This design comes from an exercise in tuning for small area, a short achievable clock period and few clock cycles on the open sky130 flow, not from production work. No functional check of the RTL was part of any run shown here. Power is estimated from default activity; no workload was simulated.

$ cat flow/design.v
module evt_agg_enc (
    input  wire        clk,
    input  wire        rst,
    input  wire        cmd_valid,
    output wire        cmd_ready,
    input  wire [31:0] cmd,
    output reg         pkt_valid,
    output reg  [76:0] pkt
);
    localparam CAP = 64;
    localparam KW  = 12;            
    assign cmd_ready = 1'b1;
    wire is_set_mode = (cmd & 32'hFFFF_FFFC) == 32'h2000_0000;
    wire is_inject   = (cmd & 32'hFFFE_8080) == 32'h3000_0000;
    reg  [1:0] mode;                
    reg  [13:0] in_pack;
    always @(*) begin
        case (mode)
            2'd0:    in_pack = {cmd[14:8], cmd[6:0]};
            2'd1:    in_pack = {2'b00, cmd[14:9], cmd[6:1]};
            2'd2:    in_pack = {4'b0000, cmd[14:10], cmd[6:2]};
            default: in_pack = {6'b000000, cmd[14:11], cmd[6:3]};
        endcase
    end
    reg         r_inj, r_clr;
    reg  [1:0]  r_mode;
    reg  [13:0] r_pack;
    reg         r_p;
    always @(posedge clk) begin
        if (rst) begin
            mode  <= 2'd0;
            r_inj <= 1'b0;
            r_clr <= 1'b0;
        end else begin
            r_inj <= cmd_valid & is_inject;
            r_clr <= cmd_valid & is_set_mode & (cmd[1:0] != mode);
            if (cmd_valid & is_set_mode)
                mode <= cmd[1:0];
        end
        r_mode <= mode;
        r_pack <= in_pack;
        r_p    <= cmd[16];
    end
    reg  [CAP-1:0] occ;
    reg  [KW-1:0]  skey [0:CAP-1];
    reg  [CAP-1:0] sp;
    function [4:0] pop16;
        input [15:0] v;
        reg [1:0] a0, a1, a2, a3, a4, a5, a6, a7;
        reg [2:0] b0, b1, b2, b3;
        reg [3:0] c0, c1;
        begin
            a0 = v[0] + v[1];   a1 = v[2] + v[3];
            a2 = v[4] + v[5];   a3 = v[6] + v[7];
            a4 = v[8] + v[9];   a5 = v[10] + v[11];
            a6 = v[12] + v[13]; a7 = v[14] + v[15];
            b0 = a0 + a1; b1 = a2 + a3; b2 = a4 + a5; b3 = a6 + a7;
            c0 = b0 + b1; c1 = b2 + b3;
            pop16 = c0 + c1;
        end
    endfunction
    reg  [CAP-1:0] match;
    integer i;
    always @(*) begin
        for (i = 0; i < CAP; i = i + 1)
            match[i] = occ[i] & (skey[i] == r_pack[KW-1:0]);
    end
    wire [CAP-1:0] match_p = match & sp;
    function [5:0] lowest_zero;
        input [63:0] v;
        reg [7:0] grp;
        reg [2:0] gi, bi;
        reg [7:0] sel;
        integer g, b;
        begin
            for (g = 0; g < 8; g = g + 1)
                grp[g] = ~&v[8*g +: 8];
            gi = 3'd0;
            for (g = 7; g >= 0; g = g - 1)
                if (grp[g]) gi = g[2:0];
            sel = v[8*gi +: 8];
            bi = 3'd0;
            for (b = 7; b >= 0; b = b - 1)
                if (!sel[b]) bi = b[2:0];
            lowest_zero = {gi, bi};
        end
    endfunction
    function [63:0] rev64;
        input [63:0] v;
        integer b;
        begin
            for (b = 0; b < 64; b = b + 1)
                rev64[b] = v[63-b];
        end
    endfunction
    wire [5:0] free_lo = lowest_zero(occ);
    wire [5:0] free_hi = ~lowest_zero(rev64(occ));
    reg         c_inj, c_clr;
    reg  [1:0]  c_mode;
    reg  [13:0] c_pack;
    reg         c_p;
    reg  [CAP-1:0] c_match;
    reg  [4:0]  c_pa0, c_pa1, c_pa2, c_pa3;
    reg  [4:0]  c_pp0, c_pp1, c_pp2, c_pp3;
    reg         c_same;
    reg  [5:0]  c_fa, c_fb;
    always @(posedge clk) begin
        if (rst) begin
            c_inj <= 1'b0;
            c_clr <= 1'b0;
        end else begin
            c_inj <= r_inj;
            c_clr <= r_clr;
        end
        c_mode  <= r_mode;
        c_pack  <= r_pack;
        c_p     <= r_p;
        c_match <= match;
        c_pa0   <= pop16(match[15:0]);
        c_pa1   <= pop16(match[31:16]);
        c_pa2   <= pop16(match[47:32]);
        c_pa3   <= pop16(match[63:48]);
        c_pp0   <= pop16(match_p[15:0]);
        c_pp1   <= pop16(match_p[31:16]);
        c_pp2   <= pop16(match_p[47:32]);
        c_pp3   <= pop16(match_p[63:48]);
        c_same  <= (r_pack[KW-1:0] == c_pack[KW-1:0]);
        c_fa    <= free_lo;
        c_fb    <= free_hi;
    end
    reg        o_st, o_em, o_clr, o_p;
    reg  [5:0] o_slot;
    wire kill = o_clr | (c_same & o_em);    
    wire inc  = c_same & o_st;              
    wire [4:0] cnt = (c_pa0 + c_pa1) + (c_pa2 + c_pa3);
    wire [4:0] pcnt = (c_pp0 + c_pp1) + (c_pp2 + c_pp3);
    reg  ge1, ge2;
    always @(*) begin
        case (c_mode)
            2'd1:    begin ge1 = (cnt != 5'd0);  ge2 = 1'b1;         end
            2'd2:    begin ge1 = (cnt >= 5'd7);  ge2 = (cnt >= 5'd6);  end
            default: begin ge1 = (cnt == 5'd31); ge2 = (cnt >= 5'd30); end
        endcase
    end
    wire ge   = ~kill & (inc ? ge2 : ge1);
    wire full = &occ;
    wire agg  = (c_mode != 2'd0);
    wire act  = c_inj & agg & ~full;
    wire emit = act & ge;
    wire store = act & ~ge;
    wire [5:0] slot = o_clr ? 6'd0 :
                      (o_st && o_slot == c_fa) ? c_fb : c_fa;
    wire [CAP-1:0] slot_oh = {{(CAP-1){1'b0}}, 1'b1} << slot;
    wire [CAP-1:0] prev_oh = {{(CAP-1){1'b0}}, 1'b1} << o_slot;
    wire [CAP-1:0] cmask   = c_match | (inc ? prev_oh : {CAP{1'b0}});
    always @(posedge clk) begin
        if (rst) begin
            occ   <= {CAP{1'b0}};
            o_st  <= 1'b0;
            o_em  <= 1'b0;
            o_clr <= 1'b0;
        end else begin
            if (c_clr)
                occ <= {CAP{1'b0}};
            else
                occ <= (occ & ~(emit ? cmask : {CAP{1'b0}})) |
                       (store ? slot_oh : {CAP{1'b0}});
            o_st  <= store;
            o_em  <= emit;
            o_clr <= c_clr;
        end
        o_slot <= slot;
        o_p    <= c_p;
    end
    integer j;
    always @(posedge clk) begin
        for (j = 0; j < CAP; j = j + 1)
            if (!full && slot == j[5:0]) begin
                skey[j] <= c_pack[KW-1:0];
                sp[j]   <= c_p;
            end
    end
    function [6:0] sym;
        input [4:0] n;
        begin
            case (n)
                5'd0:  sym = 7'h11;
                5'd1:  sym = 7'h12;
                5'd2:  sym = 7'h14;
                5'd3:  sym = 7'h18;
                5'd4:  sym = 7'h21;
                5'd5:  sym = 7'h22;
                5'd6:  sym = 7'h24;
                5'd7:  sym = 7'h28;
                5'd8:  sym = 7'h41;
                5'd9:  sym = 7'h42;
                5'd10: sym = 7'h44;
                5'd11: sym = 7'h48;
                5'd12: sym = 7'h03;
                5'd13: sym = 7'h0C;
                5'd14: sym = 7'h30;
                5'd15: sym = 7'h50;
                default: sym = 7'h60;    
            endcase
        end
    endfunction
    localparam [6:0] HDR0 = 7'h11;
    localparam [6:0] HDR1 = 7'h12;
    localparam [7:0] ADDR_SRC_XOR = 8'h01 ^ 8'h02 ^ 8'h03 ^ 8'h04;
    localparam [6:0] ADDR_SYM0 = 7'h12;
    localparam [6:0] ADDR_SYM1 = 7'h14;
    localparam [6:0] ADDR_SYM2 = 7'h18;
    localparam [6:0] ADDR_SYM3 = 7'h21;
    wire [5:0] pos = (kill ? 6'd0 : {1'b0, pcnt} + {5'd0, inc & o_p}) + {5'd0, c_p};
    reg  op;
    always @(*) begin
        case (c_mode)
            2'd0:    op = c_p;
            2'd1:    op = (pos >= 6'd2);
            2'd2:    op = (pos >= 6'd5);
            default: op = (pos >= 6'd17);
        endcase
    end
    wire [15:0] payload  = {1'b1, op, c_pack};
    wire [7:0]  par_byte = ADDR_SRC_XOR ^ payload[7:0] ^ payload[15:8];
    wire        parity   = ~(^par_byte);
    wire [76:0] packet = {
        sym(5'd16),
        ADDR_SYM0, ADDR_SYM1, ADDR_SYM2, ADDR_SYM3,
        sym({1'b0, payload[15:12]}),
        sym({1'b0, payload[11:8]}),
        sym({1'b0, payload[7:4]}),
        sym({1'b0, payload[3:0]}),
        sym(5'd0),
        parity ? HDR1 : HDR0
    };
    always @(posedge clk) begin
        if (rst)
            pkt_valid <= 1'b0;
        else
            pkt_valid <= emit | (c_inj & ~agg);
        pkt <= packet;
    end
endmodule
$ cat flow/run.sh
#!/bin/bash
# synth_recipe.tcl (not shown) runs the flow's synth.tcl, then flattens the netlist and writes it again
# the make line also repeats each setting of config.mk as NAME=value (left out here)
make -C /OpenROAD-flow-scripts/flow DESIGN_CONFIG=/design/flow/config.mk WORK_HOME=/design/flow/orfs CLKGATE_MAP_FILE= SYNTH_SCRIPT=/design/flow/synth_recipe.tcl finish
$ cat flow/config.mk
export PLATFORM = sky130hd
export DESIGN_NAME = evt_agg_enc
export DESIGN_NICKNAME = evt_agg_enc
export VERILOG_FILES = /design/flow/design.v
export SDC_FILE = /design/flow/constraint.sdc
export NUM_CORES = 4
export LEC_CHECK = 0
export CAP_MARGIN = 20
export CORE_MARGIN = 2
export CORE_UTILIZATION = 40
export SLEW_MARGIN = 20
$ cat flow/constraint.sdc
create_clock -name core_clock -period 13.0 [get_ports {clk}]
set_input_delay 2.6000 -clock core_clock [delete_from_list [all_inputs] [get_ports {clk}]]
set_output_delay 2.6000 -clock core_clock [all_outputs]
set_load 0.01 [all_outputs]
==> results.txt, run 1 <==
- Via count: approximately 30,000
- Critical path arrival: between 7000 and 8000 ps
- Clk latency of the worst-skew pair: around 730 ps
- Final setup skew: 30.9 ps
- Vias in the first global route: 28,723
- WS Path Type: flip-flop to flip-flop
- Setup-failing EPs final: 0
- Final ANT Viol Nets: 0
- Drt drc: 0
- Post-synth ARST share: 0%
- Slew Viols, Final: 0
- # clock sinks: 1,094
- Cts repair resizes: 0
- Max stage delay on crit path: around 720 ps
- Post-synth top cells: 832 x edfxtp_1, 570 x xnor2_1, 272 x xor2_1
- Top-area cell type share of the netlist area: between 50 and 60%
- CTS Buf Count: between 100 and 150
- Postcts setup bufs: 0
- First-pass GRT wire length: roughly 210 mm
- Slew Limit Headroom: 15.3%
- Critical Path RT: 13,670 ps
- # rows: about 130
- Total iterations of the first detailed-routing run: 5
- CP Cell Sequence: buf_4 -> buf_4 -> xor2_1 -> nor4_1 -> nand3_1 -> nor3_1 -> nand2_1 -> fa_1 -> inv_1 -> fa_1 -> inv_1 -> fa_1 -> inv_1 -> fa_1 -> ha_1 -> inv_1 -> fa_1 -> nor2b_1 -> o21a_1
- Pwr Density: ~140 nW/um^2
- Die width: ~350 um
- Tcrit/Tclk final: approximately 49%
- Final Hold Viols: 0
- Peak supply drop: 0.113 mV
- WL/cell: 27.0 um
- Primary FF master, synth: edfxtp_1
- Leakage: around 18 nW
- Initial DRC Count: roughly 2,900
- CP Capture Type: flip-flop
- Hold_buf cts: 0
- Outcome: complete, no violations
- Total grt overflow: 0
- Cell accounting for the most synthesized area: edfxtp_1
- CTS tree: built
- CORE AREA: ~120,000 um^2
- Ratio of cells with drive above 1 in the final layout: a little under a tenth
- RSZ-0062 raised after global routing: false
- Number of flops mapped to enable cells by yosys: about 830
- Max frequency: 157 MHz
- Setup TNS: 0 ps
- Critical Path Start Type: flip-flop
- Antenna Cells: 0
- Via density: about 5.4
- Initial antenna violation count: 10
- Largest net degree at the start of global routing: 68
- Max-Cap Viols: 0
- Crit path max fanout: 28
- Cell mode on critical path: fa_1
- Worst Hold Slack: between 300 and 400 ps
- Nets: roughly 4,000
- Hold WC Path Type: flip-flop to flip-flop
- Syn avg cell area: about 13 um^2
- Worst slew pin tran: 1270 ps
- Post-Synthesis Cells: about 3,600
- Clock tree buffer depth: 3
- Die height: about 350 um
- Clock transition at path regs: 60 ps
- Netlist cell types: 70
- Post-synthesis sequential area ratio: 62.5%
- Routability cong.: around 1
- Final HPWL DP: a little over 90 mm
- Number of buffers inserted by port buffering: 65
- Layout area overhead: 13.5%
- Die Area: about 120,000 um^2
- Initial Util: between 40% and 50%
- Register bit count reported by yosys: between 1,000 and 1,500
- H-tree levels: 3
- CP max stage cell: buf_4
- GRT Total Usage: a little under a quarter
- Final wirelength: 147 mm
- Post-Place Cells: ~5,200
- Clock Tree Root: clkbuf_16
- Fin cells: ~5,400
- Mapped Area: around 48,000 um^2
- Top-count cell post-synth: edfxtp_1
- Final worst path period need: about 6400 ps
- YS warnings: 2
- Top cells by area, synth: edfxtp_1 52%, dfxtp_1 11%, xnor2_1 10%, xor2_1 4.9%, fa_1 4.0%
- I/O pin count: around 110
## metal layers
metal / vias up / global-route usage, % / share of wire (%)
met2: 1202 / 38.1 / 46
li1: 12874 / - / -
met5: - / 0 / 0.024
met4: 6 / 6.90 / 3.0
met1: 15194 / 32.9 / 43
met3: 246 / 4.01 / 7.3
## cell usage in the layout (no fill, tap or decap), types with 31 or more instances in the layout
master,n
edfxtp_1,832
xnor2_1,570
xor2_1,272
dfxtp_1,237
nand2_1,155
nand3_1,135
inv_1,135
a21oi_1,127
clkbuf_16,120
o21ai_0,112
fa_1,96
nor2_1,92
nand4_1,86
nor4_1,77
nor3_1,76
buf_4,70
clkdlybuf4s50_1,65
ha_1,56
conb_1,48
and2_1,43
nor2_2,42
a31oi_1,34
clkbuf_1,33
mux2i_1,31
## final cells by class
| cell class | count | area (um^2) |
|---|---|---|
| fill | 10739 | 65100 |
| tap | 1612 | 2020 |
| timing repair buffer | 137 | 1200 |
| clock buffer | 168 | 3330 |
| inverter | 139 | 522 |
| multi-input combinational | 2239 | 17000 |
| clock inverter | 48 | 443 |
| sequential | 1094 | 30300 |
## stage by stage
stage	setup slack (ps)	instance area (um^2)	total power (W)	utilization, %
6_report	6640	54900	0.00744	45.7
5_1_grt	6390	54900	0.00765	45.7
4_1_cts	6670	54700	0.00748	45.6
3_5_place_dp	6700	51000	0.00422	42.5
3_3_place_gp	6830	50900	0.00422	42.4
2_1_floorplan	7610	48500	0.00408	-
## registers in the layout (all words and copies together), names as in the netlist, 6 cells and up
signal   cells
skey       768
c_match     64
occ         64
sp          64
pkt         30
c_pack      14
r_pack      14
c_fa         6
c_fb         6
o_slot       6
## where the power goes
part / switching, W / internal, W
clock network: 0.00140 / 0.00190
logic: 0.000196 / 0.000121
registers: 0.0000604 / 0.00377
total: 0.00165 / 0.00579
## path summary, 6_finish.rpt
check                                end  depth (start not counted)  slack (ps)      start
worst max-delay path            c_pp0[4]                         19        6640  r_pack[2]
worst min-delay path                 c_p                          0         330        r_p
worst max register to register  c_pp0[4]                         19        6640  r_pack[2]
worst min register to register       c_p                          0         330        r_p
## worst max-delay path: cells and delay by family, from the launching register on
family                   cells  cell delay, ps
AND/OR/NAND/NOR              5            1150
buffers and inverters        6            1560
flip-flops                   1             570
XOR/XNOR                     1             140
AO/OA/AOI/OAI                1             110
adder cells (fa/ha/maj)      6            2710
## cell families after synthesis
| logic type | Yosys count | synth area share, % |
|---|---|---|
| other | 2 | 0.0155 |
| adders and majority gates | 153 | 5.44 |
| and+or+nand+nor | 792 | 8.33 |
| muxes | 45 | 1.09 |
| DFF | 1094 | 62.5 |
| AOI/OAI and AO/OA | 357 | 4.34 |
| buffers and inverters | 330 | 2.95 |
| xor gates and xnor gates | 844 | 15.3 |
==> run 2: changes to the inputs <==
==> flow/flow/run.sh (new file) <==
#!/bin/bash
# Standard ORFS layout, with repair_timing asked to leave a larger setup
# margin than the 13 ns constraint needs, so that the design is optimised
# for speed. The SDC and every other setting stay the standard flow's own.
set -o pipefail
bash standard.sh SETUP_SLACK_MARGIN=9 finish > standard_flow.log 2>&1
==> flow/standard.sh (new file) <==
#!/bin/bash
# synth_recipe.tcl (not shown) runs the flow's synth.tcl, then flattens the netlist and writes it again
# the make line also repeats each setting of config.mk as NAME=value (left out here)
make -C /OpenROAD-flow-scripts/flow DESIGN_CONFIG=/design/flow/config.mk WORK_HOME=/design/flow/orfs CLKGATE_MAP_FILE= SYNTH_SCRIPT=/design/flow/synth_recipe.tcl "${@:-finish}"
removed: flow/run.sh
==> run 2 against run 1 <==
Setup slack improved by 1500 ps. Critical path depth fell by 2. Largest power group unchanged. Largest cell class unchanged. Global-route usage rose by 2.3 points. Highest routed layer unchanged. Register-to-register slack improved by 1500 ps. Sequential share of layout area fell by 3.5 points. First-iteration DRC count rose by 15%.
==> results.txt, run 2 <==
- Outcome: complete, no violations
- FF-to-FF setup slack: 8180 ps (+1540 ps)
- Clk latency of the worst-skew pair: 750 ps (+20 ps)
- Crit path max fanout: 8 (-71%)
- Via density: 5.49 (+1.1%)
- Worst slew pin tran: 1230 ps (-39.3 ps)
- Initial DRC Count: 3,345 (+15%)
- CP max stage cell: fa_2
- Most frequent cells in the layout: 832 x edfxtp_1, 564 x xnor2_1, 265 x xor2_1
- Critical path origin: r_pack[2]
- CP Capture Type: flip-flop
- Clock tree buffer depth: 3 (unchanged)
- Max-Cap Viols: 0 (unchanged)
- Netlist cell types: 70 (unchanged)
- Die Area: 124,000 um^2 (unchanged)
- YS warnings: 2 (unchanged)
- Most common cell after layout, fill and taps aside: edfxtp_1
- Net Sw Frac: 22.8% (+0.58 points)
- RR Endpoint: c_pp3[1]
- Via count: 30,762 (+4.2%)
- Largest register by flop count: skey
- Nets: 4,079 (+4.3%)
- Max frequency: 207 MHz (+32%)
- Filler instances: 10,274 (-4.3%)
- Critical Path RT: 13,620 ps (-50 ps)
- Logic pwr share: 5.9% (+1.6 points)
- Slew Limit Headroom: 18.2% (+2.9 points)
- Critical path depth: 17 (-2)
- Grt met1 use: 35.7% (+2.8 points)
- Leakage: 19.9 nW (+10%)
- Peak supply drop: 0.103 mV (-8.6%)
- Register bit count reported by yosys: 1,094 (unchanged)
- Ratio of cells with drive above 1 in the final layout: 18.3% (+9.1 points)
- H-tree levels: 3 (unchanged)
- Final worst path period need: 4820 ps (-1540 ps)
- Slew Viols, Final: 0 (unchanged)
- Number of flops mapped to enable cells by yosys: 832 (unchanged)
- Pwr Density: 127 nW/um^2 (-6.3%)
- Post-Synthesis Cells: 3,617 (unchanged)
- Max stage delay on crit path: 590 ps (-130 ps)
- R2R cell count: 17 (-2)
- Total grt overflow: 0 (unchanged)
- Clock Power Share: 43.0% (-1.3 points)
- Initial antenna violation count: 9 (-1)
- Worst Hold Slack: 326 ps (-0.0560 ps)
- Post-layout util: 48.9% (+3.1 points)
- HP Start: r_pack[13]
- Routability cong.: 1.01 (+2.0%)
- Number of buffers inserted by port buffering: 65 (unchanged)
- Vias in the first global route: 29,539 (+2.8%)
- P_int: 0.00575 W (-0.70%)
- Final ANT Viol Nets: 0 (unchanged)
- Register area: 30,300 um^2 (about the same)
- # rows: 127 (unchanged)
- Die width: 352 um (unchanged)
- RSZ-0062 raised after global routing: true
- GR Util met2: 41.1% (+3.0 points)
- GRT Total Usage: 26.0% (+2.3 points)
- Largest net degree at the start of global routing: 67 (-1.5%)
- Multi-input gate area: 18,500 um^2 (+8.3%)
- Cell accounting for the most synthesized area: edfxtp_1
- Gr busiest metal: met2
- Clock transition at path regs: 60 ps (about the same)
- Layout area overhead: 21.2%
- Hold WC Path Type: flip-flop to flip-flop
- Die height: 352 um (unchanged)
- Buf+Inv Stages, Crit Path: 7 (+1)
- Critical Path Start Type: flip-flop
- Seq pwr share: 51.1% (-0.4 points)
- Top-area cell type share of the netlist area: 51.7% (unchanged)
- WS Path Type: flip-flop to flip-flop
- Final Hold Viols: 0 (unchanged)
- CTS Buf Count: 113 (-0.88%)
- Top cells by area, synth: edfxtp_1 52%, dfxtp_1 11%, xnor2_1 10%, xor2_1 4.9%, fa_1 4.0%
- Initial Util: 40.3% (unchanged)
- Tcrit/Tclk final: 37.1% (-12 points)
- Reg2reg start: r_pack[2]
- Final wirelength: 162 mm (+9.9%)
- Primary FF master, synth: edfxtp_1
- Top-count cell post-synth: edfxtp_1
- First-pass GRT wire length: 226 mm (+7.4%)
- Post-synthesis sequential area ratio: 62.5% (unchanged)
- Setup-failing EPs final: 0 (unchanged)
- I/O pin count: 114 (unchanged)
- GR Util met3: 5.22% (+1.2 points)
- Post-synth top cells: 832 x edfxtp_1, 570 x xnor2_1, 272 x xor2_1
- Final setup skew: 74.7 ps (+43.8 ps)
- Critical path arrival: 5450 ps (-1580 ps)
- Clock Tree Root: clkbuf_16
- Total iterations of the first detailed-routing run: 5 (unchanged)
- WL/cell: 28.8 um (+6.7%)
- Flip-flop count of the largest register after layout: 768 (unchanged)
- Final HPWL DP: 95.2 mm (+3.7%)
- Worst Hold Endpoint: c_pack[13]
- Total Power Consumption: 0.00744 W (about the same)
- Worst hold path depth: 0 (unchanged)
- Delay-heaviest family, CP: adder cells
- Drt drc: 0 (unchanged)
- Mapped Area: 48,400 um^2 (unchanged)
- Cell mode on critical path: fa_2
- Setup TNS: 0 ps (unchanged)
- CTS tree: built
- Post-synth ARST share: 0% (unchanged)
- # clock sinks: 1,094 (unchanged)
- Syn avg cell area: 13.4 um^2 (unchanged)
- P_sw: 0.00170 W (+2.6%)
- CORE AREA: 120,000 um^2 (unchanged)
- CP Cell Sequence: buf_12 -> buf_16 -> buf_4 -> xnor2_1 -> nand4_1 -> nor3_4 -> and2_1 -> fa_1 -> inv_1 -> fa_2 -> fa_2 -> inv_2 -> fa_2 -> ha_4 -> inv_2 -> fa_2 -> inv_1
[run 2: cell counts after synthesis]
No cell type changed its count.
[run 2: cell type report]
| type | instances | area share (%) |
|---|---|---|
| flip-flops and latches | 1094 | 51.8 |
| diodes | 1 | 0.00427 |
| well taps | 1612 | 3.44 |
| clock buffers | 156 | 5.39 |
| inverters | 139 | 0.896 |
| clock inverters | 58 | 0.845 |
| repair buffers | 305 | 6.18 |
| multi-input cells | 2239 | 31.5 |
[run 2: logic make-up (layout without fill, tap and decap cells)]
logic type / count (synthesis) / in the layout / share of synthesized area [%]
mux: 45 / 45 / 1.09
xor+xnor: 844 / 844 / 15.3
buf+inv: 330 / 658 / 2.95
other cells: 2 / 49 / 0.0155
simple gates: 792 / 792 / 8.33
compound gates: 357 / 357 / 4.34
fa+ha+maj: 153 / 153 / 5.44
flops: 1094 / 1094 / 62.5
[run 2: layer usage]
layer  up-vias  routed length [um]
met2      1478               73600
met3       321               13800
met5         -                  37
met1     15723               67800
li1      13234                   -
met4         6                6380
[run 2: per-stage QoR]
| step | std cells | instance area (um^2) | setup WS, ps |
|---|---|---|---|
| finish | 5604 | 58600 | 8180 |
| global placement | 5222 | 51200 | 7050 |
| detailed placement | 5224 | 51200 | 7020 |
| CTS | 5550 | 57600 | 8230 |
| global route | 5603 | 58600 | 8070 |
| floorplan | 3663 | 49200 | 8590 |
[run 2: worst register-to-register path, cell delays in order (launching register included)]
cell and delay, ps:
dfxtp_4 390, buf_12 170, buf_16 170, buf_4 170, xnor2_1 140, nand4_1 250, nor3_4 290, and2_1 180
fa_1 440, inv_1 90, fa_2 480, fa_2 600, inv_2 50, fa_2 570, ha_4 140, inv_2 40
fa_2 510, inv_1 30
[run 2: power by group through the flow]
stage	Combinational (W)	Clock (W)	Sequential, W
after floorplan	0.000219	0	0.00388
after CTS	0.000422	0.00324	0.00380
final	0.000438	0.00320	0.00380
after global routing	0.000461	0.00338	0.00380
after global placement	0.000319	0	0.00390
after detailed placement	0.000320	0	0.00390
[run 2: worst max-delay path by stage]
stage                     endpoint  slack (ps)
final                     c_pp3[1]        8180
after floorplan           c_pp0[1]        8590
after CTS                 c_pp3[1]        8230
after global placement    c_pp0[1]        7050
after detailed placement  c_pp3[1]        7020
after global routing      c_pp0[4]        8070
[run 2: what timing repair did]
| item | CTS | global route |
|---|---|---|
| gates cloned | 14 | 3 |
| pin swaps | 69 | 104 |
| hold buffers | 0 | 0 |
| endpoints found under the setup margin | 830 | 854 |
| gates resized for setup | 347 | 120 |
| buffers inserted | 98 | 50 |

[afterwards: timing with drivers on the ports]
No port has a modelled driver above. Below, the same layouts with a new extraction and two added sets of constraints. Step 1 assumes that a clkbuf_16 drives the clock port and a buf_2 every other input. Step 2 adds t to the input delays and takes it off the output delays; t is the mean of the earliest and latest rising clock arrival at the registers after step 1. Input paths then give back, and output paths get back, about the clock's delay inside the block. a / b / c = ideal / step 1 / step 2; a / b = the first two.
| run | t (ns) | setup WS [ns] | latest minus earliest clock arrival (ns) | worst data-port slew with drivers (ns) |
|---|---|---|---|---|
| run 1 | 0.790 | 6.636 / 6.636 / 6.636 | 0.031 / 0.031 | 0.04 |
| run 2 | 0.786 | 8.176 / 8.176 / 8.176 | 0.075 / 0.075 | 0.05 |
After both steps every run listed still meets setup and hold.
